From an optimization exercise on the open Yosys and OpenROAD flow, aimed at small area and a short achievable clock period; shortcuts taken in it are not production practice. Only simulation tests tie the RTL to the original design; equivalence was not proved. Power and IR drop assume default switching activity.

`flow/run.sh`:
```
#!/bin/bash
# Own layout flow: the standard flow (standard.sh, standard synthesis
# unchanged) with extra ORFS variables from flow/extra.env, e.g. the cell
# buffer_ports puts on every port.
set -euo pipefail
set -a
source flow/extra.env
set +a
bash standard.sh > flow.log 2>&1
```
`flow/extra.env`:
```
BUFFER_PORTS_ARGS="-buffer_cell sky130_fd_sc_hd__buf_2"
CTS_ARGS="-sink_clustering_enable -repair_clock_nets -dont_use_dummy_load -sink_buffer_max_cap_derate 0.5 -buf_list {sky130_fd_sc_hd__clkbuf_4 sky130_fd_sc_hd__clkbuf_8}"
```
`standard.sh`:
```
#!/bin/bash
# synth_recipe.tcl (not shown) runs the flow's synth.tcl, then flattens the netlist and writes it again
# the make line also repeats each setting of config.mk as NAME=value (left out here)
make -C /OpenROAD-flow-scripts/flow DESIGN_CONFIG=/design/flow/config.mk WORK_HOME=/design/flow/orfs CLKGATE_MAP_FILE= SYNTH_SCRIPT=/design/flow/synth_recipe.tcl "${@:-finish}"
```
`config.mk`:
```
export PLATFORM = sky130hd
export DESIGN_NAME = zcpf_nec
export DESIGN_NICKNAME = zcpf_nec
export VERILOG_FILES = /design/flow/design.v
export SDC_FILE = /design/flow/constraint.sdc
export NUM_CORES = 4
export LEC_CHECK = 0
export CAP_MARGIN = 20
export CORE_MARGIN = 2
export CORE_UTILIZATION = 40
export CTS_BUF_LIST = sky130_fd_sc_hd__clkbuf_4 sky130_fd_sc_hd__clkbuf_8
export SETUP_SLACK_MARGIN = 2.4
export SLEW_MARGIN = 20
```
`constraint.sdc`:
```
create_clock -name core_clock -period 4.5 [get_ports {clk}]
set_input_delay 0.9000 -clock core_clock [delete_from_list [all_inputs] [get_ports {clk}]]
set_output_delay 0.9000 -clock core_clock [all_outputs]
set_load 0.01 [all_outputs]
```
`design.v`:
```
module zcpf_nec (
    input  wire       clk,
    input  wire       rst,       
    input  wire       zc_in,     
    input  wire       ir_in,     
    input  wire       dt_tick,   
    input  wire       tb_tick,   
    input  wire [3:0] addr,
    input  wire [7:0] wdata,
    input  wire       rd,
    input  wire       wr,
    output reg  [7:0] rdata,
    output reg        gate_n
);
    localparam [2:0] S_IDLE    = 3'd0;
    localparam [2:0] S_MARK    = 3'd1;
    localparam [2:0] S_SPACE   = 3'd2;
    localparam [2:0] S_HIGHBIT = 3'd3;
    localparam [2:0] S_LOWBIT  = 3'd4;
    localparam [2:0] S_REPEAT  = 3'd5;
    localparam [127:0] LUT_TT = {
        16'h003f, 16'h00c7, 16'h014b, 16'h0399,
        16'h0255, 16'h030f, 16'h0333, 16'h0155 };
    localparam [7:0] KICK_200 = 8'had, KICK_199 = 8'h5b, KICK_1 = 8'h80;
    localparam [15:0] TB_FFFF = 16'h8000;
    function [7:0] step8;
        input [7:0] q;
        begin
            step8 = {q[6:0], q[7] ^ q[5] ^ q[4] ^ q[3] ^ (q[6:0] == 7'd0)};
        end
    endfunction
    function [15:0] step16;
        input [15:0] q;
        begin
            step16 = {q[14:0], q[15] ^ q[14] ^ q[12] ^ q[3] ^ (q[14:0] == 15'd0)};
        end
    endfunction
    function [7:0] lut;
        input [3:0] idx;
        integer b;
        begin
            for (b = 0; b < 8; b = b + 1)
                lut[b] = LUT_TT[16*b + idx];
        end
    endfunction
    reg  [2:0]  ir_state;
    reg  [3:0]  phase;        
    reg  [3:0]  dly_a;        
    reg  [4:0]  dly_b;
    reg         dly_armed;
    reg         gate;
    reg         run;
    reg  [3:0]  level;
    reg         start_req;
    reg  [7:0]  kick_cnt;
    reg  [15:0] tb_cnt;
    reg  [7:0]  hc_cnt;
    reg  [7:0]  ovf_cnt;
    reg         ir_level;
    reg  [15:0] ivc;          
    reg  [31:1] acc;
    reg  [4:0]  bitcnt;
    reg  [31:0] frame;
    reg         frame_vld;    
    reg  [1:0]  ir_idle;
    reg         frame_rdy;
    reg         rpt_pend;
    reg         ovf_f;
    reg         zc_f;
    reg         pulse_on;     
    reg  [3:0]  pulse_cnt;    
    reg         zc_prev;
    reg         ir_prev;
    wire ir_now = ~ir_in;
    wire zc_ev  = zc_in & ~zc_prev;
    wire ir_ev  = ir_now ^ ir_prev;
    wire dt_ev  = dt_tick & dly_armed;
    wire wr_lvl = wr & (addr == 4'h0);
    wire wr_ctl = wr & (addr == 4'h1);
    wire wr_flg = wr & (addr == 4'h4);
    wire       wlvl_z = wdata[7] | (wdata[6:0] == 7'd0);
    wire       wlvl_9 = (wdata[6:0] > 7'd9) | (wdata[3:0] == 4'd9);
    wire [3:0] wlvl   = wdata[7] ? 4'd0 : wlvl_9 ? 4'd9 : wdata[3:0];
    wire kick_nz = (kick_cnt != 8'd0);
    wire kick_1  = (kick_cnt == KICK_1);
    wire dly_bz  = (dly_b == 5'd0);
    wire dly_z   = (dly_a == 4'd10) & dly_bz;
    wire c_zero = wr_lvl & wlvl_z;                           
    wire c_kick = wr_lvl & ~wlvl_z & ~run & start_req;       
    wire c_set  = wr_lvl & ~wlvl_z & ~start_req & ~run       
                | wr_lvl & ~wlvl_z & run & ~kick_nz;
    wire c_keep = ~(c_zero | c_kick | c_set);                
    wire       w_run   = c_zero ? 1'b0 : (c_kick | run);
    wire [3:0] w_level = wr_lvl ? wlvl : level;
    wire       w_ph9   = c_kick | (c_set & wlvl_9 & ~wdata[7]) | (c_keep & phase == 4'd9);
    wire kick_end = zc_ev & c_keep & ~c_zero & kick_1;    
    reg [3:0] w_phase;
    always @* begin
        if (c_zero)        w_phase = 4'd0;
        else if (c_kick)   w_phase = 4'd9;
        else if (c_set)    w_phase = wlvl;
        else               w_phase = phase;
    end
    reg [3:0] n_phase;
    always @* begin
        if (kick_end)      n_phase = w_level;
        else               n_phase = w_phase;
    end
    reg [7:0] n_kick;
    always @* begin
        if (c_zero)                 n_kick = 8'd0;
        else if (c_kick)            n_kick = zc_ev ? KICK_199 : KICK_200;
        else if (zc_ev & kick_nz)   n_kick = step8(kick_cnt);
        else                        n_kick = kick_cnt;
    end
    wire       dly_step = dt_ev & ~dly_z;
    wire [3:0] n_dly_a = zc_ev ? w_phase :
                         (dly_step & dly_bz) ? dly_a + 4'd1 : dly_a;
    wire [4:0] n_dly_b = zc_ev ? (dt_tick ? 5'd4 : 5'd5) :
                         dly_step ? (dly_bz ? 5'd24 : dly_b - 5'd1) : dly_b;
    wire expire  = ~zc_ev & dt_ev & dly_z;
    wire fire    = expire & w_run;
    wire n_armed = zc_ev | (dly_armed & ~expire);
    wire n_gate  = (zc_ev & w_run & w_ph9) | (gate & ~expire);
    wire n_pulse_on = fire | (pulse_on & (pulse_cnt != 4'd0));
    wire [15:0] iv = ivc;
    wire iv_ge787 = (iv >= 16'd787);
    wire iv_lt394 = (iv <  16'd394);
    wire iv_bit   = (iv >= 16'd56) && (iv <= 16'd84);
    wire iv_low   = (iv >= 16'd56) && (iv <= 16'd252);
    wire iv_one   = (iv >= 16'd168);
    wire st_idle = (ir_state == S_IDLE);
    wire st_mark = (ir_state == S_MARK);
    wire st_spc  = (ir_state == S_SPACE);
    wire st_hi   = (ir_state == S_HIGHBIT);
    wire st_lo   = (ir_state == S_LOWBIT);
    wire st_rpt  = (ir_state == S_REPEAT);
    reg [2:0] ed_state;
    always @* begin
        case (ir_state)
            S_IDLE:    ed_state = S_MARK;       
            S_MARK:    ed_state = iv_ge787 ? S_SPACE : S_IDLE;
            S_SPACE:   ed_state = iv_lt394 ? S_REPEAT : S_HIGHBIT;
            S_HIGHBIT: ed_state = iv_bit ? S_LOWBIT : S_IDLE;
            S_LOWBIT:  ed_state = (iv_low & (bitcnt != 5'd31)) ? S_HIGHBIT : S_IDLE;
            default:   ed_state = S_IDLE;
        endcase
    end
    wire go_idle_hold = st_idle & ~ir_now;                  
    wire done_pre = st_lo & iv_low & (bitcnt == 5'd31);     
    wire rpt_pre  = st_rpt & iv_bit;
    wire [4:0] ed_bitcnt = (st_lo & iv_low & (bitcnt != 5'd31)) ? bitcnt + 5'd1 :
                           (st_spc | st_hi & iv_bit) ? bitcnt : 5'd0;
    wire [15:0] sel = 16'd1 << addr;
    wire        sel_fr = frame_vld & addr[3] & ~addr[2];
    wire [7:0] rd_view =
        ({8{sel[0]}} & {4'd0, level}) |
        ({8{sel[1]}} & {7'd0, start_req}) |
        ({8{sel[2]}} & lut(phase)) |
        ({8{sel[3]}} & {3'd0, ir_level, dly_armed, gate, kick_nz, run}) |
        ({8{sel[4]}} & {4'd0, zc_f, ovf_f, rpt_pend, frame_rdy}) |
        ({8{sel[5]}} & hc_cnt) |
        ({8{sel[6]}} & ovf_cnt) |
        ({8{sel[7]}} & {ir_state, bitcnt}) |
        ({8{sel_fr & addr[1:0] == 2'd0}} & frame[7:0]) |
        ({8{sel_fr & addr[1:0] == 2'd1}} & frame[15:8]) |
        ({8{sel_fr & addr[1:0] == 2'd2}} & frame[23:16]) |
        ({8{sel_fr & addr[1:0] == 2'd3}} & frame[31:24]);
    wire tb_wrap = tb_tick & (tb_cnt == TB_FFFF);
    wire [1:0] idle_ir = ir_ev ? 2'd0 : ir_idle;
    always @(posedge clk) begin
        zc_prev <= zc_in;
        ir_prev <= ir_now;
        dly_a   <= n_dly_a;
        dly_b   <= n_dly_b;
        if (fire)
            pulse_cnt <= 4'd15;
        else
            pulse_cnt <= pulse_cnt - 4'd1;
        if (ir_ev)
            ivc <= {15'd0, tb_tick};
        else if (tb_tick)
            ivc <= ivc + 16'd1;
        if (ir_ev & st_lo)
            acc <= {iv_one, acc[31:2]};
        if (ir_ev & done_pre)
            frame <= {iv_one, acc};
    end
    always @(posedge clk) begin
        if (rst) begin
            ir_state  <= S_IDLE;
            phase     <= 4'd0;
            dly_armed <= 1'b0;
            gate      <= 1'b0;
            run       <= 1'b0;
            level     <= 4'd0;
            start_req <= 1'b0;
            kick_cnt  <= 8'd0;
            tb_cnt    <= 16'd0;
            hc_cnt    <= 8'd0;
            ovf_cnt   <= 8'd0;
            ir_level  <= 1'b0;
            bitcnt    <= 5'd0;
            frame_vld <= 1'b0;
            ir_idle   <= 2'd0;
            frame_rdy <= 1'b0;
            rpt_pend  <= 1'b0;
            ovf_f     <= 1'b0;
            zc_f      <= 1'b0;
            pulse_on  <= 1'b0;
            gate_n    <= 1'b1;
            rdata     <= 8'd0;
        end else begin
            phase     <= n_phase;
            dly_armed <= n_armed;
            gate      <= n_gate;
            run       <= w_run;
            level     <= w_level;
            kick_cnt  <= n_kick;
            pulse_on  <= n_pulse_on;
            gate_n    <= ~(n_gate | n_pulse_on);
            if (wr_lvl)
                start_req <= 1'b0;
            else if (wr_ctl)
                start_req <= wdata[0];
            if (zc_ev)
                hc_cnt <= hc_cnt + 8'd1;
            if (ir_ev) begin
                ir_level <= ir_now;
                if (!go_idle_hold) begin
                    ir_state <= ed_state;
                    bitcnt   <= ed_bitcnt;
                end
                if (done_pre)
                    frame_vld <= 1'b1;
            end
            if (tb_tick)
                tb_cnt <= step16(tb_cnt);
            if (tb_wrap) begin
                ovf_cnt <= ovf_cnt + 8'd1;
                ir_idle <= (idle_ir == 2'd2) ? 2'd2 : idle_ir + 2'd1;
            end else begin
                ir_idle <= idle_ir;
            end
            frame_rdy <= (frame_rdy & ~(wr_flg & wdata[0])) | (ir_ev & done_pre);
            rpt_pend  <= ((rpt_pend & ~(wr_flg & wdata[1])) | (ir_ev & rpt_pre))
                         & ~(tb_wrap & (idle_ir != 2'd0));
            ovf_f     <= (ovf_f & ~(wr_flg & wdata[2])) | tb_wrap;
            zc_f      <= (zc_f & ~(wr_flg & wdata[3])) | zc_ev;
            if (rd)
                rdata <= rd_view;
        end
    end
endmodule
```
==> results of run 1 <==
[worst paths after layout]
check,slack [ps],cells after the start,to,startpoint
worst max-delay path,2460,6,phase[2]$_SDFF_PP0_,addr[1]
worst min-delay path,410,1,pulse_cnt[0]$_SDFF_PP1_,pulse_cnt[0]$_SDFF_PP1_
worst max register to register,2510,5,phase[2]$_SDFF_PP0_,kick_cnt[0]$_SDFFE_PP0P_
worst min register to register,410,1,pulse_cnt[0]$_SDFF_PP1_,pulse_cnt[0]$_SDFF_PP1_
[sequential cells by signal (all words and copies together) (netlist names), 8 cells and up]
register / flops
acc: 31
frame: 32
hc_cnt: 8
ivc: 16
kick_cnt: 8
ovf_cnt: 8
rdata: 8
tb_cnt: 16
[routing by layer]
| metal | share of wire [%] | wire length (um) |
|---|---|---|
| met5 | 0.090 | 16 |
| met4 | 0.91 | 163 |
| met3 | 3.9 | 692 |
| met2 | 46 | 8240 |
| met1 | 49 | 8700 |
[through the flow]
step	setup WS, ps	hold WS, ps
floorplan	1760	371
global placement	1650	388
detailed placement	1670	391
CTS	2400	406
global route	2380	400
finish	2460	409
[cells in the final DEF (no fill, tap or decap), types with 4 or more instances in the layout]
master / synthesis / routed
dfxtp_1: 99 / 93
a22oi_1: 17 / 16
a21oi_1: 57 / 55
edfxtp_1: 73 / 73
or2_2: 6 / 5
nand2_1: 64 / 61
nand2b_1: 12 / 11
and4_1: 7 / 7
a31oi_1: 9 / 7
a311oi_1: 5 / 5
mux2i_1: 19 / 19
dfxtp_2: 0 / 6
xor2_1: 14 / 14
a211oi_1: 7 / 7
buf_2: 6 / 26
nor2_2: 0 / 4
clkbuf_8: 2 / 16
ha_1: 17 / 16
nand4_1: 13 / 13
and3_1: 10 / 10
mux2_2: 5 / 5
nor3_1: 17 / 13
o21ai_0: 31 / 30
xnor2_1: 19 / 18
or3_1: 13 / 12
nor4_1: 11 / 8
inv_1: 24 / 24
nor2_1: 87 / 80
nand3b_1: 6 / 6
buf_4: 1 / 16
nand3_1: 21 / 21
o22ai_1: 4 / 4
[power by group]
group / internal, uW / switching (uW) / leakage, uW
sequential: 1640 / 21.3 / 0.00146
clock: 321 / 480 / 0.000120
combinational: 61.7 / 108 / 0.00146
[timing repair]
action | CTS | global route
buffers inserted | 0 | 11
resized for setup | 6 | 21
pin swaps | 0 | 9
cloned | 0 | 0
setup endpoints to repair | 50 | 60
[cell type report]
cell class / instances / share of cell area [%]
multi-input cells: 543 / 42.4
flip-flops and latches: 172 / 47.2
well taps: 265 / 3.74
inverters: 24 / 1.02
repair buffers: 45 / 3.12
clock buffers: 17 / 2.57
[cell families after synthesis]
kind of cell / Yosys count
muxes: 26
adders and majority gates: 17
AOI/OAI and AO/OA: 169
xor gates and xnor gates: 33
DFF: 172
buffers and inverters: 60
and+or+nand+nor: 298
==> flow_metrics.py, run 1 <==
metrics = {
    "grt": {
        "use_met2_pct": 28.3,
        "grt_pass1_wl_um": 29000,
        "grt_busiest_layer": "met2",
        "grtUsageMet1_pct": 24.9,
        "grt_max_degree": 35,
        "overflow": 0,
        "antenna_found_initial": 1,
        "grt_pass1_vias": 5424,
        "track_usage_pct": 17.9,
        "grt_util_met3_pct": 4.07,
    },
    "route": {
        "drt-initial-drc-count": 453,
        "drc": 0,
        "wl_per_cell_um": 16.7,
        "first_pass_iters": 5,
        "wirelength_um": 17800,
        "routed_via_density": 5.45,
        "antenna_left": 0,
        "vias": 5814,
    },
    "clock_tree": {
        "htreeDepth": 4,
        "cts_tree": "done",
        "ctsLongestPathBuffers": 2,
        "cts-root-buf": "clkbuf_4",
        "clkTransAtPathRegs_ps": 90,
        "cts_buffers": 17,
        "hold_buffers": 0,
        "cts.sinks": 172,
        "insertion_delay_ps": 600,
    },
    "sta": {
        "rsz0062_at_grt": "false",
        "clock_skew_ps": 32.6,
        "worst_slew_pin_slew_ps": 788,
        "finalHoldViolCount": 0,
        "relSlewSlack_pct": 47.3,
        "final_max_slew_viol_count": 0,
        "post-route-min-period_ps": 2040,
        "final-setup-viol-count": 0,
        "fin_tns_setup_ps": 0,
        "fin_crit_sh_pct": 45.4,
        "timing.fmax_ghz": 0.489,
    },
    "synthesis": {
        "yosysMostFrequentCell": "dfxtp_1",
        "synthCells": 775,
        "synth.distinct_cells": 75,
        "yosys.area.top_type": "edfxtp_1",
        "async_flop_share_pct": 0,
        "synth_top_area_share_pct": 27.8,
        "synth-edff-count": 73,
        "synth_fa_ha_area_share_pct": 2.70,
        "synth_common_cells": "99 x dfxtp_1, 87 x nor2_1, 73 x edfxtp_1",
        "synth-simple-area-share_pct": 19.7,
        "ys_ff_latch": 172,
        "syn_area_per_cell_sq_um": 10.2,
        "ys_seq_area_share_pct": 52.9,
        "yosys_warnings": 1,
        "synth-xor-area-share_pct": 3.66,
        "netlist_area_sq_mm": 0.00789,
        "synth_top_family_by_area": "simple AND/OR/NAND/NOR gates",
        "synth_compound_area_share_pct": 14.0,
        "netlist_top_cells_area": "edfxtp_1 28%, dfxtp_1 25%, nor2_1 4.1%",
        "synthFlopType": "dfxtp_1",
        "muxShareOfSynthArea_pct": 3.50,
    },
    "critical_path": {
        "crit_path_start_kind": "input port",
        "cp.required_ps": 4990,
        "worstSetupPathType": "input port to flip-flop",
        "critPathTopFamily": "simple AND/OR/NAND/NOR gates",
        "cp_max_fo": 20,
        "crit_slowest_cell": "or3b_4",
        "path_cells": "clkbuf_4 -> or3b_4 -> nor2_4 -> nand4_4 -> mux2_4 -> a2111oi_2",
        "endpoint_kind": "flip-flop",
        "crit_arrival_ps": 2540,
        "path_buf_inv": 1,
        "max_stage_delay_ps": 460,
    },
    "die": {
        "dieHeight_um": 144,
        "die-area_sq_mm": 0.0209,
        "start_util_pct": 40.7,
        "io_pins": 29,
        "rows": 51,
        "die_width_um": 144,
        "core_area_sq_mm": 0.0194,
    },
    "placement": {
        "placed_area_sq_mm": 0.00844,
        "dp.cells": 1038,
        "numPortBuffers": 28,
        "dp_hpwl_um": 12600,
        "gp_congestion": 0.831,
    },
    "final_layout": {
        "diodes": 0,
        "multi_input_area_sq_mm": 0.00376,
        "design_area_sq_mm": 0.00887,
        "final_nets": 840,
        "fin_cells": 1066,
        "n_fill_cell": 1909,
        "register_area_sq_mm": 0.00418,
        "area_growth_pct": 12.4,
        "finish.utilization_pct": 45.7,
        "drive_gt1_share_pct": 16.9,
    },
    "pwr": {
        "peakVddDrop_mv": 0.144,
        "finalPower_uw": 2630,
        "p_leak_uw": 0.00305,
        "powerDensity_mw_per_mm2": 296,
    },
    "flow_run": {
        "drv_cap": 0,
    },
    "status": {
        "status": "timing/DRC/antenna clean",
    },
    "worst_hold_path": {
        "hold_path_class": "flip-flop to flip-flop",
    },
}
==> inputs of run 2 (changes only) <==
==> flow/extra.env (replaced) <==
BUFFER_PORTS_ARGS="-buffer_cell sky130_fd_sc_hd__buf_4"
CTS_ARGS="-sink_clustering_enable -repair_clock_nets -dont_use_dummy_load -sink_buffer_max_cap_derate 0.5 -buf_list {sky130_fd_sc_hd__clkbuf_4 sky130_fd_sc_hd__clkbuf_8}"
RECOVER_POWER=100
==> flow_metrics.py, run 2 <==
metrics = {
    "sta": {
        "worst_slew_pin_slew_ps": 1680,
        "fin_crit_sh_pct": 62.8,
        "timing.fmax_ghz": 0.354,
        "fin_ws_ps": 1670,
        "relSlewSlack_pct": -12.2,
        "final-setup-viol-count": 0,
        "clock_skew_ps": 38.1,
        "fin_tns_setup_ps": 0,
        "finalHoldViolCount": 0,
        "rsz0062_at_grt": "false",
        "post-route-min-period_ps": 2830,
        "final_max_slew_viol_count": 32,
    },
    "die": {
        "io_pins": 29,
        "rows": 51,
        "core_area_sq_mm": 0.0194,
        "die-area_sq_mm": 0.0209,
        "die_width_um": 144,
        "dieHeight_um": 144,
        "start_util_pct": 40.7,
    },
    "synthesis": {
        "async_flop_share_pct": 0,
        "synthFlopType": "dfxtp_1",
        "synthCells": 775,
        "yosys.area.top_type": "edfxtp_1",
        "synth-edff-count": 73,
        "netlist_area_sq_mm": 0.00789,
        "syn_area_per_cell_sq_um": 10.2,
        "yosysMostFrequentCell": "dfxtp_1",
        "netlist_top_cells_area": "edfxtp_1 28%, dfxtp_1 25%, nor2_1 4.1%",
        "synth_top_area_share_pct": 27.8,
        "synth_common_cells": "99 x dfxtp_1, 87 x nor2_1, 73 x edfxtp_1",
        "ys_ff_latch": 172,
        "synth.distinct_cells": 75,
        "yosys_warnings": 1,
        "ys_seq_area_share_pct": 52.9,
    },
    "grt": {
        "use_met2_pct": 28.4,
        "overflow": 0,
        "track_usage_pct": 18.0,
        "grt_max_degree": 73,
        "grtUsageMet1_pct": 24.3,
        "grt_pass1_vias": 5505,
        "grt_busiest_layer": "met2",
        "antenna_found_initial": 1,
        "grt_pass1_wl_um": 28900,
        "grt_util_met3_pct": 4.24,
    },
    "worst_hold_path": {
        "hold_path_class": "flip-flop to flip-flop",
    },
    "route": {
        "first_pass_iters": 6,
        "antenna_left": 0,
        "drc": 0,
        "vias": 5917,
        "drt-initial-drc-count": 368,
        "routed_via_density": 5.55,
        "wl_per_cell_um": 17.2,
        "wirelength_um": 18400,
    },
    "placement": {
        "numPortBuffers": 28,
        "pre_cts_slack_ps": 1630,
        "placed_area_sq_mm": 0.00849,
        "dp.cells": 1035,
        "gp_congestion": 0.873,
        "dp_hpwl_um": 13000,
    },
    "clock_tree": {
        "cts.sinks": 172,
        "clkTransAtPathRegs_ps": 80,
        "ctsLongestPathBuffers": 2,
        "htreeDepth": 4,
        "cts_buffers": 17,
        "cts-root-buf": "clkbuf_4",
        "insertion_delay_ps": 630,
        "cts_tree": "done",
    },
    "final_layout": {
        "regMostFlops": "frame",
        "fin_cells": 1066,
        "final_nets": 839,
        "largest_reg_flops": 32,
        "design_area_sq_mm": 0.00872,
        "final_common_cell": "dfxtp_1",
        "largest_registers": "frame: 32 flops, acc: 31 flops",
        "layout_common_cells": "96 x dfxtp_1, 84 x nor2_1, 73 x edfxtp_1",
        "area_growth_pct": 10.5,
        "drive_gt1_share_pct": 11.9,
    },
    "pwr": {
        "clkPwrFrac_pct": 30.7,
        "powerDensity_mw_per_mm2": 302,
        "finalPower_uw": 2630,
        "p_sw_share_pct": 23.3,
        "internal-power_uw": 2020,
        "p_comb_share_pct": 6.3,
        "p_leak_uw": 0.00296,
        "seq_power_share_pct": 62.9,
        "peakVddDrop_mv": 0.164,
        "switching_power_uw": 612,
    },
    "critical_path": {
        "crit_path_start_kind": "input port",
        "path_cells": "clkbuf_1 -> nand2_1 -> nor3_1 -> nand4_1 -> or3_1 -> a21oi_1",
        "worstSetupPathType": "input port to flip-flop",
        "max_stage_delay_ps": 1010,
        "cp.required_ps": 5030,
        "cp_max_fo": 24,
        "crit_slowest_cell": "clkbuf_1",
        "crit_arrival_ps": 3350,
        "endpoint_kind": "flip-flop",
    },
    "flow_run": {
        "drv_cap": 1,
    },
    "status": {
        "violations": "max-capacitance violations, max-slew violations",
        "status": "complete, but fails checks",
    },
}
run 2: final timing paths:
check	start	end	slack, ps	depth (start not counted)
worst max-delay path	tb_tick	ivc[11]$_SDFFE_PN0P_	1670	6
worst min register to register	pulse_cnt[0]$_SDFF_PP1_	pulse_cnt[0]$_SDFF_PP1_	400	1
worst min-delay path	pulse_cnt[0]$_SDFF_PP1_	pulse_cnt[0]$_SDFF_PP1_	400	1
worst max register to register	ivc[10]$_SDFFE_PN0P_	bitcnt[2]$_SDFFE_PP0P_	1900	5
run 2: kinds of logic (layout without fill, tap and decap cells):
logic type      count (synthesis)  count (layout)  share of synthesized area (%)
buf+inv                        60              85                           3.46
flops                         172             172                           52.9
xor+xnor                       33              33                           3.66
fa+ha+maj                      17              17                           2.70
simple gates                  298             298                           19.7
other cells                     0               1                              0
compound gates                169             169                           14.0
mux                            26              26                           3.50
run 2: final cells by class:
cell class | count | area, sq um
sequential | 172 | 4180
multi-input combinational | 543 | 3620
antenna | 1 | 2.50
timing repair buffer | 44 | 270
clock buffer | 17 | 228
fill | 1854 | 10700
tap | 265 | 332
inverter | 24 | 90.1
run 2: metrics by stage:
stage	util [%]	hold WS, ps
4_1_cts	45.1	399
3_5_place_dp	43.8	384
6_report	45.0	401
2_1_floorplan	-	371
3_3_place_gp	43.8	381
5_1_grt	44.9	420
run 2: what timing repair did:
item,in CTS,in global routing
gates cloned,0,0
setup buffers,0,13
setup endpoints to repair,52,59
endpoints found under the hold margin,0,0
hold buffers,0,0
pin swaps,0,8
gates resized for setup,6,17
run 2: power groups by stage:
stage / clock network, uW / registers [uW] / logic [uW]
after floorplan: 0 / 1690 / 124
after global placement: 0 / 1690 / 164
after detailed placement: 0 / 1690 / 170
after CTS: 830 / 1660 / 171
after global routing: 890 / 1660 / 185
final: 809 / 1660 / 167
run 2: routing by layer:
metal	share of wire [%]	wire, um
met1	46	8470
met2	46	8490
met3	5.4	995
met4	2.1	388
met5	0.076	14
run 2: critical path, delay by kind of cell:
family	cells	cell delay, ps
simple gates	4	1290
buf+inv	1	1010
compound gates	1	150
==> inputs of run 3 (changes only) <==
==> flow/extra.env (replaced) <==
BUFFER_PORTS_ARGS="-buffer_cell sky130_fd_sc_hd__buf_4"
CTS_ARGS="-sink_clustering_enable -repair_clock_nets -dont_use_dummy_load -sink_buffer_max_cap_derate 0.5 -buf_list {sky130_fd_sc_hd__clkbuf_4 sky130_fd_sc_hd__clkbuf_8}"
REMOVE_ABC_BUFFERS=1
==> flow_metrics.py, run 3 <==
metrics = {
    "sta": {
        "timing.fmax_ghz": 0.492,
        "final_max_slew_viol_count": 0,
        "fin_crit_sh_pct": 45.1,
        "finalHoldViolCount": 0,
        "rsz0062_at_grt": "true",
        "final-setup-viol-count": 0,
        "post-route-min-period_ps": 2030,
        "final.hold.worst_slack_ps": 399,
        "relSlewSlack_pct": 57.3,
        "clock_skew_ps": 25.9,
        "worst_slew_pin_slew_ps": 641,
    },
    "critical_path": {
        "crit_path_start_kind": "input port",
        "crit_path_start": "addr[2]",
        "cp.required_ps": 4980,
        "endpoint_kind": "flip-flop",
        "r2r_start": "kick_cnt[0]$_SDFFE_PP0P_",
        "cp_max_fo": 20,
        "crit_arrival_ps": 2510,
        "ff2ff_setup_slack_ps": 2480,
        "worstSetupPathType": "input port to flip-flop",
    },
    "clock_tree": {
        "cts-root-buf": "clkbuf_4",
        "cts.sinks": 172,
        "htreeDepth": 4,
        "cts_tree": "done",
        "cts_buffers": 17,
        "insertion_delay_ps": 590,
        "hold_buffers": 0,
        "ctsLongestPathBuffers": 2,
        "clkTransAtPathRegs_ps": 80,
    },
    "route": {
        "antenna_left": 0,
        "wirelength_um": 17400,
        "wl_per_cell_um": 16.4,
        "drc": 0,
        "first_pass_iters": 5,
        "vias": 5749,
        "routed_via_density": 5.42,
        "drt-initial-drc-count": 474,
    },
    "worst_hold_path": {
        "min_from": "pulse_cnt[0]$_SDFF_PP1_",
        "hold_path_class": "flip-flop to flip-flop",
    },
    "final_layout": {
        "final_common_cell": "dfxtp_1",
        "layout_common_cells": "95 x dfxtp_1, 83 x nor2_1, 73 x edfxtp_1",
        "area_growth_pct": 11.3,
        "fin_cells": 1061,
        "largest_reg_flops": 32,
        "largest_registers": "frame: 32 flops, acc: 31 flops",
        "final_nets": 834,
        "finish.utilization_pct": 45.3,
        "drive_gt1_share_pct": 14.6,
        "regMostFlops": "frame",
    },
    "grt": {
        "grt_max_degree": 49,
        "track_usage_pct": 17.1,
        "overflow": 0,
        "grt_pass1_vias": 5228,
        "grt_pass1_wl_um": 27600,
        "antenna_found_initial": 1,
    },
    "synthesis": {
        "yosys.area.top_type": "edfxtp_1",
        "synth.distinct_cells": 75,
        "synthFlopType": "dfxtp_1",
        "synth_common_cells": "99 x dfxtp_1, 87 x nor2_1, 73 x edfxtp_1",
        "ys_seq_area_share_pct": 52.9,
        "yosys_warnings": 1,
        "synth-edff-count": 73,
        "netlist_area_sq_mm": 0.00789,
        "synth_top_area_share_pct": 27.8,
        "netlist_top_cells_area": "edfxtp_1 28%, dfxtp_1 25%, nor2_1 4.1%",
        "ys_ff_latch": 172,
        "yosysMostFrequentCell": "dfxtp_1",
        "synthCells": 775,
        "async_flop_share_pct": 0,
        "syn_area_per_cell_sq_um": 10.2,
    },
    "die": {
        "rows": 51,
        "die-area_sq_mm": 0.0209,
        "core_area_sq_mm": 0.0194,
        "die_width_um": 144,
        "start_util_pct": 40.7,
        "dieHeight_um": 144,
        "io_pins": 29,
    },
    "placement": {
        "dp_hpwl_um": 12100,
        "dp.cells": 1038,
        "gp_congestion": 0.832,
        "numPortBuffers": 28,
    },
    "status": {
        "status": "timing/DRC/antenna clean",
    },
    "pwr": {
        "powerDensity_mw_per_mm2": 299,
        "peakVddDrop_mv": 0.157,
        "p_leak_uw": 0.00299,
        "finalPower_uw": 2630,
    },
    "flow_run": {
        "drv_cap": 0,
    },
}
==> run 3: cell counts after synthesis <==
No cell type changed its count.
==> run 3: layer usage <==
| layer | routed length [um] | vias to the layer above | track usage [%] |
|---|---|---|---|
| met2 | 7630 | 112 | 24.8 |
| met5 | 0 | - | 0 |
| met4 | 202 | 0 | 4.60 |
| met3 | 682 | 15 | 3.58 |
| li1 | - | 2881 | - |
| met1 | 8860 | 2741 | 25.8 |
==> run 3: repair_timing <==
action                                  in CTS  in global routing
buffers inserted                             0                  5
pin swaps                                    0                  4
endpoints found under the setup margin      66                 61
gates resized for setup                     16                 29
==> run 3: worst max-delay path, stage by stage <==
cell and delay (ps):
buf_4 180, nand3b_1 370, nor3b_4 450, a22oi_1 110, and4_1 210, a311oi_1 280
==> run 3: cell families (layout without fill, tap and decap cells) <==
family	Yosys count	in the layout	share of synthesized area, %
buffers and inverters	60	80	3.46
other	0	1	0
muxes	26	26	3.50
DFF	172	172	52.9
AOI/OAI and AO/OA	169	169	14.0
adders and majority gates	17	17	2.70
and+or+nand+nor	298	298	19.7
xor gates and xnor gates	33	33	3.66
==> run 3: layout make-up <==
cell class	count	area, sq um
Fill cell	1854	10600
Sequential cell	172	4180
Multi-Input combinational cell	543	3650
Tap cell	265	332
Timing Repair Buffer	39	299
Clock buffer	17	228
Inverter	24	90.1
Antenna cell	1	2.50
==> run 3: path summary, 6_finish.rpt <==
kind / endpoint / cells after the start
max: rdata[1]$_SDFFE_PP0P_ / 6
min: pulse_cnt[0]$_SDFF_PP1_ / 1
max reg2reg: phase[2]$_SDFF_PP0_ / 5
min reg2reg: pulse_cnt[0]$_SDFF_PP1_ / 1
==> run 3: stage by stage <==
stage                     worst slack [ps]  cell area [sq um]  TNS [ps]
after floorplan                      -1130               7710    -38110
after CTS                             2370               8610         0
after detailed placement              1560               8300         0
final                                 2470               8780         0
after global placement                1610               8300         0
after global routing                  2340               8780         0
==> run 3: where the power goes <==
part / switching (uW) / total (uW) / internal, uW
registers: 21.3 / 1660 / 1640
logic: 106 / 175 / 69.3
clock network: 472 / 794 / 321
==> inputs of run 4 (changes only) <==
==> flow/extra.env (replaced) <==
BUFFER_PORTS_ARGS="-buffer_cell sky130_fd_sc_hd__buf_4"
CTS_ARGS="-sink_clustering_enable -repair_clock_nets -dont_use_dummy_load -sink_buffer_max_cap_derate 0.5 -buf_list {sky130_fd_sc_hd__clkbuf_4 sky130_fd_sc_hd__clkbuf_8}"
--- a/config.mk
+++ b/config.mk
@@ -9,5 +9,6 @@
 export CORE_MARGIN = 2
 export CORE_UTILIZATION = 40
 export CTS_BUF_LIST = sky130_fd_sc_hd__clkbuf_4 sky130_fd_sc_hd__clkbuf_8
+export PLACE_DENSITY = 0.75
 export SETUP_SLACK_MARGIN = 2.4
 export SLEW_MARGIN = 20
==> flow_metrics.py, run 4 <==
metrics = {
    "placement": {
        "dp_hpwl_um": 12100,
        "numPortBuffers": 28,
        "dp.cells": 1036,
        "gp_congestion": 0.886,
    },
    "pwr": {
        "seq_power_share_pct": 62.9,
        "finalPower_uw": 2640,
        "switching_power_uw": 610,
        "p_sw_share_pct": 23.1,
        "clkPwrFrac_pct": 30.4,
        "p_comb_share_pct": 6.7,
        "p_leak_uw": 0.00301,
        "internal-power_uw": 2030,
        "peakVddDrop_mv": 0.171,
        "powerDensity_mw_per_mm2": 298,
    },
    "route": {
        "drt-initial-drc-count": 519,
        "wirelength_um": 17400,
        "antenna_left": 0,
        "wl_per_cell_um": 16.5,
        "first_pass_iters": 5,
        "routed_via_density": 5.59,
        "drc": 0,
        "vias": 5908,
    },
    "final_layout": {
        "diodes": 0,
        "layout_common_cells": "94 x dfxtp_1, 80 x nor2_1, 73 x edfxtp_1",
        "final_nets": 831,
        "regMostFlops": "frame",
        "fin_cells": 1057,
        "largest_reg_flops": 32,
        "final_common_cell": "dfxtp_1",
        "drive_gt1_share_pct": 15.8,
        "largest_registers": "frame: 32 flops, acc: 31 flops",
        "area_growth_pct": 12.4,
    },
    "sta": {
        "final-setup-viol-count": 0,
        "fin_tns_setup_ps": 0,
        "clock_skew_ps": 30.0,
        "worst_slew_pin_slew_ps": 754,
        "relSlewSlack_pct": 49.6,
        "fin_crit_sh_pct": 45.5,
        "final_max_slew_viol_count": 0,
        "post-route-min-period_ps": 2050,
        "finalHoldViolCount": 0,
        "final.hold.worst_slack_ps": 412,
        "timing.fmax_ghz": 0.489,
        "rsz0062_at_grt": "true",
    },
    "clock_tree": {
        "cts-root-buf": "clkbuf_4",
        "cts.sinks": 172,
        "insertion_delay_ps": 610,
        "cts_buffers": 17,
        "cts_tree": "done",
        "clkTransAtPathRegs_ps": 80,
        "ctsLongestPathBuffers": 2,
        "htreeDepth": 4,
    },
    "die": {
        "io_pins": 29,
        "start_util_pct": 40.7,
        "core_area_sq_mm": 0.0194,
        "dieHeight_um": 144,
        "die_width_um": 144,
        "die-area_sq_mm": 0.0209,
        "rows": 51,
    },
    "synthesis": {
        "yosys_warnings": 1,
        "netlist_top_cells_area": "edfxtp_1 28%, dfxtp_1 25%, nor2_1 4.1%",
        "yosys.area.top_type": "edfxtp_1",
        "synth_fa_ha_area_share_pct": 2.70,
        "syn_area_per_cell_sq_um": 10.2,
        "synth.distinct_cells": 75,
        "ys_ff_latch": 172,
        "synth_compound_area_share_pct": 14.0,
        "netlist_area_sq_mm": 0.00789,
        "synth_common_cells": "99 x dfxtp_1, 87 x nor2_1, 73 x edfxtp_1",
        "muxShareOfSynthArea_pct": 3.50,
        "synthCells": 775,
        "synth_top_family_by_area": "simple AND/OR/NAND/NOR gates",
        "synth-edff-count": 73,
        "synth-xor-area-share_pct": 3.66,
        "ys_seq_area_share_pct": 52.9,
        "async_flop_share_pct": 0,
        "synthFlopType": "dfxtp_1",
        "synth_top_area_share_pct": 27.8,
        "synth-simple-area-share_pct": 19.7,
        "yosysMostFrequentCell": "dfxtp_1",
    },
    "critical_path": {
        "worstSetupPathType": "flip-flop to flip-flop",
        "path_buf_inv": 0,
        "endpoint_kind": "flip-flop",
        "crit_arrival_ps": 2550,
        "cp.required_ps": 5000,
        "path_cells": "or4_4 -> o21ai_4 -> nand4_4 -> mux2_4 -> a2111oi_2",
        "crit_slowest_cell": "or4_4",
        "cp_max_fo": 5,
        "max_stage_delay_ps": 580,
        "crit_path_start_kind": "flip-flop",
        "critPathTopFamily": "simple AND/OR/NAND/NOR gates",
    },
    "grt": {
        "track_usage_pct": 17.2,
        "antenna_found_initial": 1,
        "overflow": 0,
        "grt_max_degree": 38,
        "grt_pass1_vias": 5447,
        "grt_pass1_wl_um": 27900,
    },
    "worst_hold_path": {
        "hold_path_class": "input port to flip-flop",
    },
    "status": {
        "status": "timing/DRC/antenna clean",
    },
    "flow_run": {
        "drv_cap": 0,
    },
}
run 4: cell counts after synthesis:
Identical to the previous run, type by type.
run 4: cell type report:
type	count	area, sq um
Clock buffer	17	228
Fill cell	1850	10500
Inverter	24	90.1
Multi-Input combinational cell	543	3760
Sequential cell	172	4180
Tap cell	265	332
Timing Repair Buffer	36	278
run 4: path summary, 6_finish.rpt:
| path | from | end | slack (ps) | depth (start not counted) |
|---|---|---|---|---|
| min reg2reg | pulse_cnt[0]$_SDFF_PP1_ | pulse_cnt[0]$_SDFF_PP1_ | 420 | 1 |
| min | zc_in | zc_prev$_DFF_P_ | 410 | 1 |
| max reg2reg | kick_cnt[0]$_SDFFE_PP0P_ | phase[2]$_SDFF_PP0_ | 2450 | 5 |
| max | kick_cnt[0]$_SDFFE_PP0P_ | phase[2]$_SDFF_PP0_ | 2450 | 5 |
run 4: kinds of logic (layout without fill, tap and decap cells):
logic type,count (synthesis),in the layout
AO/OA/AOI/OAI,169,169
XOR/XNOR,33,33
adder cells (fa/ha/maj),17,17
buffers and inverters,60,77
flip-flops,172,172
multiplexers,26,26
AND/OR/NAND/NOR,298,298
run 4: stage by stage:
step	util [%]	cell area, sq um	worst slack, ps
2_1_floorplan	-	8150	1760
3_3_place_gp	43.8	8490	1640
3_5_place_dp	43.8	8500	1680
4_1_cts	45.2	8760	2410
5_1_grt	45.7	8860	2390
6_report	45.7	8860	2450
run 4: repair_timing:
action | in CTS | in global routing
pin swaps | 0 | 5
hold buffers | 0 | 0
gates resized for setup | 8 | 15
setup buffers | 0 | 4
endpoints found under the setup margin | 49 | 53
run 4: layer usage:
layer	wire (um)	vias to the layer above	track usage, %	share of wire [%]
li1	-	2889	-	-
met1	8010	2827	23.6	46
met2	8180	169	27.1	47
met3	995	21	4.27	5.7
met4	238	2	5.21	1.4
met5	16	-	0	0.092
run 4: power groups by stage:
stage	Sequential [uW]	Combinational [uW]	Clock, uW
floorplan	1690	124	0
global placement	1690	165	0
detailed placement	1690	169	0
CTS	1660	170	828
global route	1660	195	884
finish	1660	177	803
run 4: worst register-to-register path: cells and delay by family (launching register included):
kind,cells,cell delay [ps]
AOI/OAI and AO/OA,2,490
muxes,1,350
DFF,1,360
and+or+nand+nor,2,750
==> inputs of run 5 (changes only) <==
==> flow/extra.env (replaced) <==
BUFFER_PORTS_ARGS="-buffer_cell sky130_fd_sc_hd__buf_4"
CTS_ARGS="-sink_clustering_enable -repair_clock_nets -dont_use_dummy_load -sink_buffer_max_cap_derate 0.5 -buf_list {sky130_fd_sc_hd__clkbuf_4 sky130_fd_sc_hd__clkbuf_8}"
REMOVE_ABC_BUFFERS=1
==> flow_metrics.py, run 5 <==
metrics = {
    "status": {
        "status": "timing/DRC/antenna clean",
    },
    "synthesis": {
        "synth_common_cells": "99 x dfxtp_1, 87 x nor2_1, 73 x edfxtp_1",
        "synth.distinct_cells": 75,
        "async_flop_share_pct": 0,
        "ys_seq_area_share_pct": 52.9,
        "yosysMostFrequentCell": "dfxtp_1",
        "synthCells": 775,
        "netlist_top_cells_area": "edfxtp_1 28%, dfxtp_1 25%, nor2_1 4.1%",
        "yosys_warnings": 1,
        "yosys.area.top_type": "edfxtp_1",
        "synthFlopType": "dfxtp_1",
        "syn_area_per_cell_sq_um": 10.2,
        "netlist_area_sq_mm": 0.00789,
        "ys_ff_latch": 172,
        "synth-edff-count": 73,
        "synth_top_area_share_pct": 27.8,
    },
    "placement": {
        "numPortBuffers": 28,
        "gp_congestion": 0.937,
        "dp.cells": 1037,
        "dp_hpwl_um": 11900,
    },
    "critical_path": {
        "cp.required_ps": 4860,
        "cp_max_fo": 4,
        "r2r_start": "kick_cnt[1]$_SDFFE_PP0P_",
        "ff2ff_setup_slack_ps": 2400,
        "critPathTopFamily": "simple AND/OR/NAND/NOR gates",
        "crit_top_cell": "buf_4",
        "crit_slowest_cell": "or4_4",
        "path_cells": "or4_4 -> o21ai_4 -> nand4_4 -> buf_4 -> buf_4 -> mux2i_1 -> o22ai_1",
        "crit_path_start_kind": "flip-flop",
        "r2r-end": "dly_a[2]$_DFFE_PP_",
        "path_buf_inv": 2,
        "worstSetupPathType": "flip-flop to flip-flop",
        "reg2reg_depth": 7,
        "crit_arrival_ps": 2460,
        "max_stage_delay_ps": 570,
        "endpoint_kind": "flip-flop",
    },
    "grt": {
        "grt_pass1_wl_um": 27700,
        "grt_max_degree": 49,
        "overflow": 0,
        "track_usage_pct": 17.0,
        "grt_pass1_vias": 5537,
        "antenna_found_initial": 1,
    },
    "route": {
        "drt-initial-drc-count": 607,
        "wirelength_um": 17500,
        "vias": 5953,
        "wl_per_cell_um": 16.5,
        "routed_via_density": 5.60,
        "drc": 0,
        "antenna_left": 0,
        "first_pass_iters": 6,
    },
    "sta": {
        "fin_tns_setup_ps": 0,
        "fin_crit_sh_pct": 46.7,
        "finalHoldViolCount": 0,
        "rsz0062_at_grt": "true",
        "clock_skew_ps": 23.0,
        "final-setup-viol-count": 0,
        "worst_slew_pin_slew_ps": 774,
        "timing.fmax_ghz": 0.476,
        "relSlewSlack_pct": 47.7,
        "final_max_slew_viol_count": 0,
        "post-route-min-period_ps": 2100,
    },
    "die": {
        "die-area_sq_mm": 0.0209,
        "core_area_sq_mm": 0.0194,
        "io_pins": 29,
        "dieHeight_um": 144,
        "die_width_um": 144,
        "rows": 51,
        "start_util_pct": 40.7,
    },
    "worst_hold_path": {
        "hold_depth": 1,
        "holdPathEnd": "pulse_cnt[0]$_SDFF_PP1_",
        "hold_path_class": "flip-flop to flip-flop",
        "min_from": "pulse_cnt[0]$_SDFF_PP1_",
    },
    "flow_run": {
        "drv_cap": 0,
    },
    "pwr": {
        "powerDensity_mw_per_mm2": 298,
        "switching_power_uw": 602,
        "p_leak_uw": 0.00300,
        "finalPower_uw": 2630,
        "peakVddDrop_mv": 0.169,
        "p_sw_share_pct": 22.9,
        "seq_power_share_pct": 63.1,
        "p_comb_share_pct": 6.5,
        "clkPwrFrac_pct": 30.3,
        "internal-power_uw": 2020,
    },
    "clock_tree": {
        "cts.sinks": 172,
        "ctsLongestPathBuffers": 2,
        "cts_tree": "done",
        "htreeDepth": 4,
        "insertion_delay_ps": 610,
        "cts_buffers": 17,
        "clkTransAtPathRegs_ps": 90,
        "cts-root-buf": "clkbuf_4",
    },
    "final_layout": {
        "regMostFlops": "frame",
        "n_fill_cell": 1818,
        "final_nets": 836,
        "area_growth_pct": 11.5,
        "fin_cells": 1063,
        "multi_input_area_sq_mm": 0.00363,
        "register_area_sq_mm": 0.00418,
        "final_common_cell": "dfxtp_1",
        "largest_registers": "frame: 32 flops, acc: 31 flops",
        "largest_reg_flops": 32,
        "layout_common_cells": "93 x dfxtp_1, 84 x nor2_1, 73 x edfxtp_1",
        "drive_gt1_share_pct": 14.9,
    },
}
run 5: cell counts after synthesis:
Identical to the previous run, type by type.
run 5: routing by layer:
| metal | track usage [%] | routed length [um] | vias up |
|---|---|---|---|
| li1 | - | - | 2884 |
| met3 | 4.70 | 1080 | 46 |
| met4 | 7.26 | 457 | 0 |
| met2 | 26.7 | 8150 | 203 |
| met5 | 0 | 0 | - |
| met1 | 22.2 | 7870 | 2820 |
run 5: layout make-up:
type | count | area share [%]
antenna | 1 | 0.0284
inverter | 24 | 1.02
sequential | 172 | 47.5
clock buffer | 17 | 2.59
tap | 265 | 3.77
multi-input combinational | 543 | 41.2
timing repair buffer | 41 | 3.83
run 5: power by group through the flow:
stage / clock (uW) / combinational, uW / sequential (uW)
after floorplan: 0 / 84.6 / 1690
after global placement: 0 / 155 / 1690
after detailed placement: 0 / 159 / 1690
after CTS: 820 / 162 / 1660
after global routing: 885 / 189 / 1660
final: 797 / 172 / 1660
run 5: kinds of logic after synthesis:
| logic type | after synthesis | share of synthesized area [%] |
|---|---|---|
| and+or+nand+nor | 298 | 19.7 |
| muxes | 26 | 3.50 |
| buffers and inverters | 60 | 3.46 |
| adders and majority gates | 17 | 2.70 |
| DFF | 172 | 52.9 |
| xor gates and xnor gates | 33 | 3.66 |
| AOI/OAI and AO/OA | 169 | 14.0 |
run 5: worst max path at each step:
stage	startpoint	to	slack (ps)	cells past startpoint
3_3_place_gp	wdata[0]	phase[3]$_SDFF_PP0_	1610	6
6_report	kick_cnt[1]$_SDFFE_PP0P_	dly_a[2]$_DFFE_PP_	2400	7
5_1_grt	wdata[3]	phase[2]$_SDFF_PP0_	2320	6
2_1_floorplan	ir_in	frame[0]$_DFFE_PP_	-1130	3
3_5_place_dp	addr[2]	rdata[1]$_SDFFE_PP0P_	1530	5
4_1_cts	dly_b[0]$_DFFE_PP_	gate_n$_SDFF_PP1_	2350	7
run 5: through the flow:
step	util (%)	hold WS [ps]	cell area, sq um	setup WS [ps]
after floorplan	-	371	7710	-1130
after global placement	42.8	382	8300	1610
after detailed placement	42.8	400	8300	1530
after CTS	44.4	365	8610	2350
after global routing	45.3	364	8800	2320
final	45.3	410	8800	2400
run 5: timing repair:
| action | 4_1_cts | 5_1_grt |
|---|---|---|
| pin swaps | 1 | 8 |
| endpoints found under the hold margin | 0 | 0 |
| gates resized for setup | 18 | 26 |
| setup buffers | 0 | 7 |
| hold buffers | 0 | 0 |
| endpoints found under the setup margin | 64 | 68 |
| gates cloned | 0 | 1 |
==> inputs of run 6 (changes only) <==
==> flow/extra.env (replaced) <==
BUFFER_PORTS_ARGS="-buffer_cell sky130_fd_sc_hd__buf_4"
CTS_ARGS="-sink_clustering_enable -repair_clock_nets -dont_use_dummy_load -sink_buffer_max_cap_derate 0.5 -buf_list {sky130_fd_sc_hd__clkbuf_4 sky130_fd_sc_hd__clkbuf_8}"
--- a/config.mk
+++ b/config.mk
@@ -9,6 +9,5 @@
 export CORE_MARGIN = 2
 export CORE_UTILIZATION = 40
 export CTS_BUF_LIST = sky130_fd_sc_hd__clkbuf_4 sky130_fd_sc_hd__clkbuf_8
-export PLACE_DENSITY = 0.75
 export SETUP_SLACK_MARGIN = 2.4
 export SLEW_MARGIN = 20
==> flow_metrics.py, run 6 <==
metrics = {
    "synthesis": {
        "yosysMostFrequentCell": "dfxtp_1",
        "synth.distinct_cells": 75,
        "yosys_warnings": 1,
        "synth_common_cells": "99 x dfxtp_1, 87 x nor2_1, 73 x edfxtp_1",
        "synthCells": 775,
        "syn_area_per_cell_sq_um": 10.2,
        "yosys.area.top_type": "edfxtp_1",
        "synth_top_area_share_pct": 27.8,
        "netlist_top_cells_area": "edfxtp_1 28%, dfxtp_1 25%, nor2_1 4.1%",
        "synth-edff-count": 73,
        "async_flop_share_pct": 0,
        "ys_ff_latch": 172,
        "netlist_area_sq_mm": 0.00789,
        "ys_seq_area_share_pct": 52.9,
        "synthFlopType": "dfxtp_1",
    },
    "pwr": {
        "p_leak_uw": 0.00306,
        "p_comb_share_pct": 6.8,
        "p_sw_share_pct": 23.3,
        "seq_power_share_pct": 62.6,
        "internal-power_uw": 2030,
        "powerDensity_mw_per_mm2": 296,
        "finalPower_uw": 2650,
        "switching_power_uw": 618,
        "clkPwrFrac_pct": 30.5,
        "peakVddDrop_mv": 0.164,
    },
    "critical_path": {
        "path_buf_inv": 1,
        "crit_path_start_kind": "flip-flop",
        "endpoint_kind": "primary output",
        "worstSetupPathType": "flip-flop to primary output",
        "max_stage_delay_ps": 420,
        "cp_max_fo": 2,
        "critPathTopFamily": "flip-flops",
        "cp.required_ps": 3600,
        "path_cells": "buf_4",
        "crit_slowest_cell": "dfxtp_1",
        "crit_arrival_ps": 1170,
    },
    "grt": {
        "track_usage_pct": 18.0,
        "grt_pass1_wl_um": 28900,
        "grt_pass1_vias": 5505,
        "antenna_found_initial": 1,
        "overflow": 0,
        "grt_max_degree": 73,
    },
    "sta": {
        "worst_slew_pin_slew_ps": 779,
        "final-setup-viol-count": 0,
        "rsz0062_at_grt": "false",
        "finalHoldViolCount": 0,
        "fin_crit_sh_pct": 45.9,
        "timing.fmax_ghz": 0.484,
        "post-route-min-period_ps": 2070,
        "clock_skew_ps": 36.2,
        "relSlewSlack_pct": 48.1,
        "final_max_slew_viol_count": 0,
        "fin_tns_setup_ps": 0,
    },
    "placement": {
        "numPortBuffers": 28,
        "dp_hpwl_um": 13000,
        "gp_congestion": 0.873,
    },
    "final_layout": {
        "n_fill_cell": 1825,
        "regMostFlops": "frame",
        "register_area_sq_mm": 0.00418,
        "drive_gt1_share_pct": 16.6,
        "largest_reg_flops": 32,
        "largest_registers": "frame: 32 flops, acc: 31 flops",
        "final_nets": 839,
        "area_growth_pct": 13.3,
        "final_common_cell": "dfxtp_1",
        "multi_input_area_sq_mm": 0.00378,
        "layout_common_cells": "96 x dfxtp_1, 80 x nor2_1, 73 x edfxtp_1",
    },
    "die": {
        "start_util_pct": 40.7,
        "die-area_sq_mm": 0.0209,
        "die_width_um": 144,
        "rows": 51,
        "dieHeight_um": 144,
        "io_pins": 29,
        "core_area_sq_mm": 0.0194,
    },
    "route": {
        "drc": 0,
        "vias": 5918,
        "routed_via_density": 5.55,
        "wl_per_cell_um": 17.2,
        "wirelength_um": 18300,
        "first_pass_iters": 6,
        "drt-initial-drc-count": 387,
        "antenna_left": 0,
    },
    "clock_tree": {
        "insertion_delay_ps": 630,
        "clkTransAtPathRegs_ps": 70,
        "htreeDepth": 4,
        "cts.sinks": 172,
        "cts_buffers": 17,
        "cts_tree": "done",
        "ctsLongestPathBuffers": 2,
        "cts-root-buf": "clkbuf_4",
    },
    "worst_hold_path": {
        "hold_path_class": "flip-flop to flip-flop",
    },
    "status": {
        "status": "timing/DRC/antenna clean",
    },
    "flow_run": {
        "drv_cap": 0,
    },
}
[run 6: kinds of logic (layout without fill, tap and decap cells)]
kind of cell,Yosys count,count (layout),share of synthesized area (%)
fa+ha+maj,17,17,2.70
mux,26,26,3.50
simple gates,298,298,19.7
buf+inv,60,85,3.46
compound gates,169,169,14.0
xor+xnor,33,33,3.66
flops,172,172,52.9
other cells,0,1,0
[run 6: stage by stage]
step	area [sq um]	std cells	hold slack [ps]	util, %	setup WS (ps)
final	8940	1066	401	46.1	2430
after global routing	8940	1065	402	46.1	2400
after CTS	8750	1052	399	45.1	2380
after detailed placement	8490	1035	384	43.8	1630
after global placement	8490	1035	381	43.8	1590
after floorplan	8150	775	371	-	1760
[run 6: timing repair]
action                                  4_1_cts  5_1_grt
resized for setup                             6       17
endpoints found under the setup margin       52       59
hold buffers                                  0        0
pin swaps                                     0        8
endpoints found under the hold margin         0        0
buffers inserted                              0       13
[run 6: layout make-up]
type                            count  area share (%)
Antenna cell                        1          0.0280
Clock buffer                       17            2.55
Inverter                           24            1.01
Multi-Input combinational cell    543            42.2
Sequential cell                   172            46.7
Tap cell                          265            3.71
Timing Repair Buffer               44            3.74
[run 6: routing by layer]
metal  up-vias  GRT usage (%)  routed length [um]
met4         2           6.18                 413
met3        39           4.24                 972
li1       2899              -                   -
met5         -              0                  14
met2       165           28.4                8440
met1      2813           24.3                8500
[run 6: path summary, 6_finish.rpt]
kind / cells after the start / endpoint / from / slack (ps)
min reg2reg: 1 / pulse_cnt[0]$_SDFF_PP1_ / pulse_cnt[0]$_SDFF_PP1_ / 400
max reg2reg: 5 / phase[2]$_SDFF_PP0_ / kick_cnt[0]$_SDFFE_PP0P_ / 2480
max: 1 / rdata[2] / rdata[2]$_SDFFE_PP0P_ / 2430
min: 1 / pulse_cnt[0]$_SDFF_PP1_ / pulse_cnt[0]$_SDFF_PP1_ / 400
[run 6: power by group through the flow]
stage	clock network (uW)	registers (uW)	logic [uW]
finish	809	1660	181
global route	890	1660	200
CTS	830	1660	171
detailed placement	0	1690	170
global placement	0	1690	164
floorplan	0	1690	124
==> inputs of run 7 (changes only) <==
--- a/config.mk
+++ b/config.mk
@@ -9,5 +9,5 @@
 export CORE_MARGIN = 2
 export CORE_UTILIZATION = 40
 export CTS_BUF_LIST = sky130_fd_sc_hd__clkbuf_4 sky130_fd_sc_hd__clkbuf_8
-export SETUP_SLACK_MARGIN = 2.4
+export SETUP_SLACK_MARGIN = 2.45
 export SLEW_MARGIN = 20
==> flow_metrics.py, run 7 <==
metrics = {
    "clock_tree": {
        "hold_buffers": 0,
        "cts-root-buf": "clkbuf_4",
        "insertion_delay_ps": 610,
        "htreeDepth": 4,
        "clkTransAtPathRegs_ps": 80,
        "cts_buffers": 17,
        "cts.sinks": 172,
        "cts_tree": "done",
        "ctsLongestPathBuffers": 2,
    },
    "synthesis": {
        "async_flop_share_pct": 0,
        "syn_area_per_cell_sq_um": 10.2,
        "netlist_area_sq_mm": 0.00789,
        "synthFlopType": "dfxtp_1",
        "yosys_warnings": 1,
        "ys_seq_area_share_pct": 52.9,
        "synth_common_cells": "99 x dfxtp_1, 87 x nor2_1, 73 x edfxtp_1",
        "yosysMostFrequentCell": "dfxtp_1",
        "ys_ff_latch": 172,
        "yosys.area.top_type": "edfxtp_1",
        "synthCells": 775,
        "netlist_top_cells_area": "edfxtp_1 28%, dfxtp_1 25%, nor2_1 4.1%",
        "synth_top_area_share_pct": 27.8,
        "synth.distinct_cells": 75,
        "synth-edff-count": 73,
    },
    "final_layout": {
        "fin_cells": 1066,
        "final_nets": 838,
        "regMostFlops": "frame",
        "largest_registers": "frame: 32 flops, acc: 31 flops",
        "largest_reg_flops": 32,
        "drive_gt1_share_pct": 18.4,
        "layout_common_cells": "86 x dfxtp_1, 80 x nor2_1, 73 x edfxtp_1",
        "area_growth_pct": 14.6,
        "finish.utilization_pct": 46.6,
        "final_common_cell": "dfxtp_1",
    },
    "sta": {
        "fin_crit_sh_pct": 47.1,
        "final-setup-viol-count": 0,
        "post-route-min-period_ps": 2120,
        "worst_slew_pin_slew_ps": 784,
        "finalHoldViolCount": 0,
        "clock_skew_ps": 38.3,
        "final.hold.worst_slack_ps": 421,
        "timing.fmax_ghz": 0.472,
        "relSlewSlack_pct": 47.7,
        "fin_tns_setup_ps": 0,
        "rsz0062_at_grt": "true",
        "final_max_slew_viol_count": 0,
    },
    "placement": {
        "dp_hpwl_um": 13200,
        "dp.cells": 1034,
        "gp_congestion": 0.840,
        "numPortBuffers": 28,
    },
    "route": {
        "drt-initial-drc-count": 393,
        "drc": 0,
        "first_pass_iters": 7,
        "antenna_left": 0,
        "wl_per_cell_um": 17.6,
        "vias": 5947,
        "routed_via_density": 5.58,
        "wirelength_um": 18700,
    },
    "pwr": {
        "p_leak_uw": 0.00309,
        "peakVddDrop_mv": 0.166,
        "powerDensity_mw_per_mm2": 293,
    },
    "die": {
        "io_pins": 29,
        "rows": 51,
        "die_width_um": 144,
        "die-area_sq_mm": 0.0209,
        "start_util_pct": 40.7,
        "dieHeight_um": 144,
        "core_area_sq_mm": 0.0194,
    },
    "grt": {
        "track_usage_pct": 18.5,
        "antenna_found_initial": 2,
        "grt_pass1_wl_um": 29600,
        "overflow": 0,
        "grt_pass1_vias": 5607,
        "grt_max_degree": 73,
    },
    "status": {
        "status": "timing/DRC/antenna clean",
    },
    "critical_path": {
        "cp_max_fo": 16,
        "crit_path_start_kind": "input port",
        "critPathTopFamily": "simple AND/OR/NAND/NOR gates",
        "crit_slowest_cell": "nor3b_4",
        "worstSetupPathType": "input port to flip-flop",
        "path_buf_inv": 1,
        "path_cells": "buf_4 -> nor3b_4 -> nand2_2 -> and4bb_2 -> or3_1 -> a21oi_1",
        "max_stage_delay_ps": 400,
        "endpoint_kind": "flip-flop",
        "cp.required_ps": 4810,
        "crit_arrival_ps": 2430,
    },
    "worst_hold_path": {
        "hold_path_class": "flip-flop to flip-flop",
    },
    "flow_run": {
        "drv_cap": 0,
    },
}
==> run 7: cell types whose count changed in the layout (fill, tap and decap cells not counted), moves of 2 or more <==
cell       before  now
dfxtp_2         3   12
a2111oi_2       3    1
nand2_2         2    4
nor4_2          2    0
dfxtp_1        96   86
nor4_4          3    5
buf_4          43   40
nor3_2          2    0
a2111oi_4       1    3
nor3_4          2    4
nand2_1        62   60
==> run 7: what timing repair did <==
action	4_1_cts	5_1_grt
pin swaps	4	10
resized for setup	19	26
buffers inserted	2	11
endpoints found under the setup margin	66	66
==> run 7: stage by stage <==
step	cell area [sq um]	power [uW]	setup slack, ps
after floorplan	8210	1820	1760
after global placement	8520	1860	1680
after detailed placement	8520	1870	1580
after CTS	8830	2670	2410
after global routing	9040	2770	2380
final	9040	2650	2380
==> run 7: layout make-up <==
type | instances | area, sq um
Fill cell | 1825 | 10400
Multi-Input combinational cell | 543 | 3860
Clock buffer | 17 | 228
Timing Repair Buffer | 43 | 338
Sequential cell | 172 | 4190
Antenna cell | 2 | 5.00
Inverter | 24 | 90.1
Tap cell | 265 | 332
==> run 7: logic make-up (layout without fill, tap and decap cells) <==
family | Yosys count | count (layout) | share of synthesized area [%]
other | 0 | 2 | 0
adders and majority gates | 17 | 17 | 2.70
muxes | 26 | 26 | 3.50
xor gates and xnor gates | 33 | 33 | 3.66
and+or+nand+nor | 298 | 298 | 19.7
AOI/OAI and AO/OA | 169 | 169 | 14.0
DFF | 172 | 172 | 52.9
buffers and inverters | 60 | 84 | 3.46
==> run 7: metal layers <==
layer  wire (um)  vias to the layer above  GRT usage [%]
met5          16                        -              0
met4         376                        2           6.29
met3         969                       31           4.64
met2        8920                      127           29.8
met1        8450                     2888           24.2
li1            -                     2899              -
==> run 7: final timing paths <==
kind	from	end	slack, ps	depth (start not counted)
worst max-delay path	addr[0]	dly_a[0]$_DFFE_PP_	2380	6
worst min-delay path	pulse_cnt[0]$_SDFF_PP1_	pulse_cnt[0]$_SDFF_PP1_	420	1
worst max register to register	kick_cnt[5]$_SDFFE_PP0P_	phase[2]$_SDFF_PP0_	2480	5
worst min register to register	pulse_cnt[0]$_SDFF_PP1_	pulse_cnt[0]$_SDFF_PP1_	420	1
==> run 7: worst reg2reg max path, cell delays in order, from the launching register on <==
cell and delay [ps]:
dfxtp_4 370, or4_4 560, o21ai_4 200, nand4_4 160, mux2_4 360, a2111oi_2 270
==> run 7: report_power, final <==
group	internal (uW)	switching [uW]
Clock	322	483
Sequential	1640	23.3
Combinational	74.2	112
Total	2030	618
==> inputs of run 8 (changes only) <==
==> flow/extra.env (replaced) <==
BUFFER_PORTS_ARGS="-buffer_cell sky130_fd_sc_hd__buf_4"
CTS_ARGS="-sink_clustering_enable -repair_clock_nets -dont_use_dummy_load -sink_buffer_max_cap_derate 0.5 -buf_list {sky130_fd_sc_hd__clkbuf_4 sky130_fd_sc_hd__clkbuf_8}"
REMOVE_ABC_BUFFERS=1
--- a/config.mk
+++ b/config.mk
@@ -9,5 +9,5 @@
 export CORE_MARGIN = 2
 export CORE_UTILIZATION = 40
 export CTS_BUF_LIST = sky130_fd_sc_hd__clkbuf_4 sky130_fd_sc_hd__clkbuf_8
-export SETUP_SLACK_MARGIN = 2.45
+export SETUP_SLACK_MARGIN = 2.5
 export SLEW_MARGIN = 20
==> flow_metrics.py, run 8 <==
metrics = {
    "critical_path": {
        "cp.required_ps": 4960,
        "ff2ff_setup_slack_ps": 2520,
        "crit_path_start_kind": "input port",
        "crit_path_end": "phase[3]$_SDFF_PP0_",
        "worstSetupPathType": "input port to flip-flop",
        "cp_max_fo": 11,
    },
    "pwr": {
        "p_leak_uw": 0.00310,
        "powerDensity_mw_per_mm2": 290,
        "seq_power_share_pct": 62.8,
        "internal-power_uw": 2030,
        "finalPower_uw": 2640,
        "switching_power_uw": 608,
        "clkPwrFrac_pct": 30.3,
        "p_comb_share_pct": 7.0,
        "p_sw_share_pct": 23.0,
    },
    "die": {
        "io_pins": 29,
        "dieHeight_um": 144,
        "die-area_sq_mm": 0.0209,
        "core_area_sq_mm": 0.0194,
        "rows": 51,
        "die_width_um": 144,
    },
    "final_layout": {
        "fin_cells": 1074,
        "regMostFlops": "frame",
        "n_fill_cell": 1820,
        "largest_reg_flops": 32,
        "area_growth_pct": 15.2,
        "layout_common_cells": "84 x dfxtp_1, 83 x nor2_1, 73 x edfxtp_1",
        "final_nets": 847,
        "largest_registers": "frame: 32 flops, acc: 31 flops",
        "final_common_cell": "dfxtp_1",
    },
    "placement": {
        "gp_congestion": 0.832,
        "dp_hpwl_um": 12100,
        "pre_cts_slack_ps": 1560,
        "numPortBuffers": 28,
    },
    "clock_tree": {
        "insertion_delay_ps": 590,
        "cts_buffers": 17,
        "ctsLongestPathBuffers": 2,
        "cts_tree": "done",
        "htreeDepth": 4,
        "cts.sinks": 172,
        "cts-root-buf": "clkbuf_4",
    },
    "grt": {
        "antenna_found_initial": 1,
        "grt_max_degree": 49,
        "track_usage_pct": 17.3,
        "grt_pass1_wl_um": 28000,
        "overflow": 0,
    },
    "route": {
        "wl_per_cell_um": 16.6,
        "routed_via_density": 5.47,
        "wirelength_um": 17900,
        "first_pass_iters": 5,
        "vias": 5872,
        "antenna_left": 0,
    },
    "sta": {
        "fin_tns_setup_ps": 0,
        "clock_skew_ps": 27.4,
        "finalHoldViolCount": 0,
        "timing.fmax_ghz": 0.496,
        "worst_slew_pin_slew_ps": 707,
        "fin_crit_sh_pct": 44.8,
        "post-route-min-period_ps": 2020,
    },
    "status": {
        "status": "timing/DRC/antenna clean",
    },
    "flow_run": {
        "drv_cap": 0,
    },
    "synthesis": {
        "synth.distinct_cells": 75,
        "synth-edff-count": 73,
        "yosysMostFrequentCell": "dfxtp_1",
        "yosys.area.top_type": "edfxtp_1",
        "async_flop_share_pct": 0,
        "synthCells": 775,
        "ys_ff_latch": 172,
        "netlist_area_sq_mm": 0.00789,
        "yosys_warnings": 1,
    },
    "worst_hold_path": {
        "hold_path_class": "flip-flop to flip-flop",
    },
}
## run 8: cell counts after synthesis
No cell type changed its count.
## run 8: worst max-delay path: stages
cell and delay, ps:
buf_4 110, nor3_1 80, a21oi_4 370, a31oi_2 190
nor2_1 440, mux2_2 390
## run 8: repair_timing
action | CTS | global route
setup buffers | 6 | 11
endpoints found under the setup margin | 88 | 74
gates cloned | 0 | 1
hold buffers | 0 | 0
resized for setup | 49 | 42
pin swaps | 5 | 12
## run 8: area by class of cell
cell class	count	area, sq um	area share (%)
flip-flops and latches	172	4200	46.2
multi-input cells	543	3790	41.7
repair buffers	52	449	4.94
well taps	265	332	3.65
clock buffers	17	228	2.51
inverters	24	90.1	0.991
diodes	1	2.50	0.0275
## run 8: layer usage
layer / vias to the layer above / routed length, um / part of all wire, % / track usage, %
met1: 2808 / 9050 / 51 / 26.2
met2: 135 / 7830 / 44 / 25.1
met5: - / 0 / 0 / 0
met4: 0 / 233 / 1.3 / 4.80
li1: 2907 / - / - / -
met3: 22 / 759 / 4.2 / 3.58
## run 8: logic make-up after synthesis
family          count (synthesis)  share of synthesized area (%)
mux                            26                           3.50
flops                         172                           52.9
compound gates                169                           14.0
fa+ha+maj                      17                           2.70
simple gates                  298                           19.7
buf+inv                        60                           3.46
xor+xnor                       33                           3.66
## run 8: metrics by stage
stage | hold WS (ps) | util, %
floorplan | 371 | -
global placement | 384 | 42.8
detailed placement | 386 | 42.8
CTS | 393 | 45.3
global route | 379 | 46.9
finish | 401 | 46.9
## run 8: worst min-delay path by stage
stage | from | endpoint | slack [ps] | cells after the start
final | pulse_cnt[0]$_SDFF_PP1_ | pulse_cnt[0]$_SDFF_PP1_ | 400 | 1
after detailed placement | pulse_cnt[0]$_SDFF_PP1_ | pulse_cnt[0]$_SDFF_PP1_ | 390 | 1
after floorplan | pulse_cnt[0]$_SDFF_PP1_ | pulse_cnt[0]$_SDFF_PP1_ | 370 | 1
after CTS | zc_in | zc_prev$_DFF_P_ | 390 | 1
after global placement | pulse_cnt[0]$_SDFF_PP1_ | pulse_cnt[0]$_SDFF_PP1_ | 380 | 1
after global routing | zc_in | zc_prev$_DFF_P_ | 380 | 1
## run 8: power groups by stage
stage | logic (uW) | clock network (uW) | registers, uW
2_1_floorplan | 84.6 | 0 | 1690
5_1_grt | 205 | 886 | 1660
3_3_place_gp | 156 | 0 | 1690
3_5_place_dp | 158 | 0 | 1690
4_1_cts | 166 | 821 | 1660
6_report | 184 | 798 | 1660

Re-timed with assumed drivers on the ports (clkbuf_16 on the clock, buf_2 on other inputs), run 8 has 2.485 ns of setup slack against 2.484 ns with ideal ports, and 1.868 ns once port delays also move by the mid clock arrival of 0.617 ns.
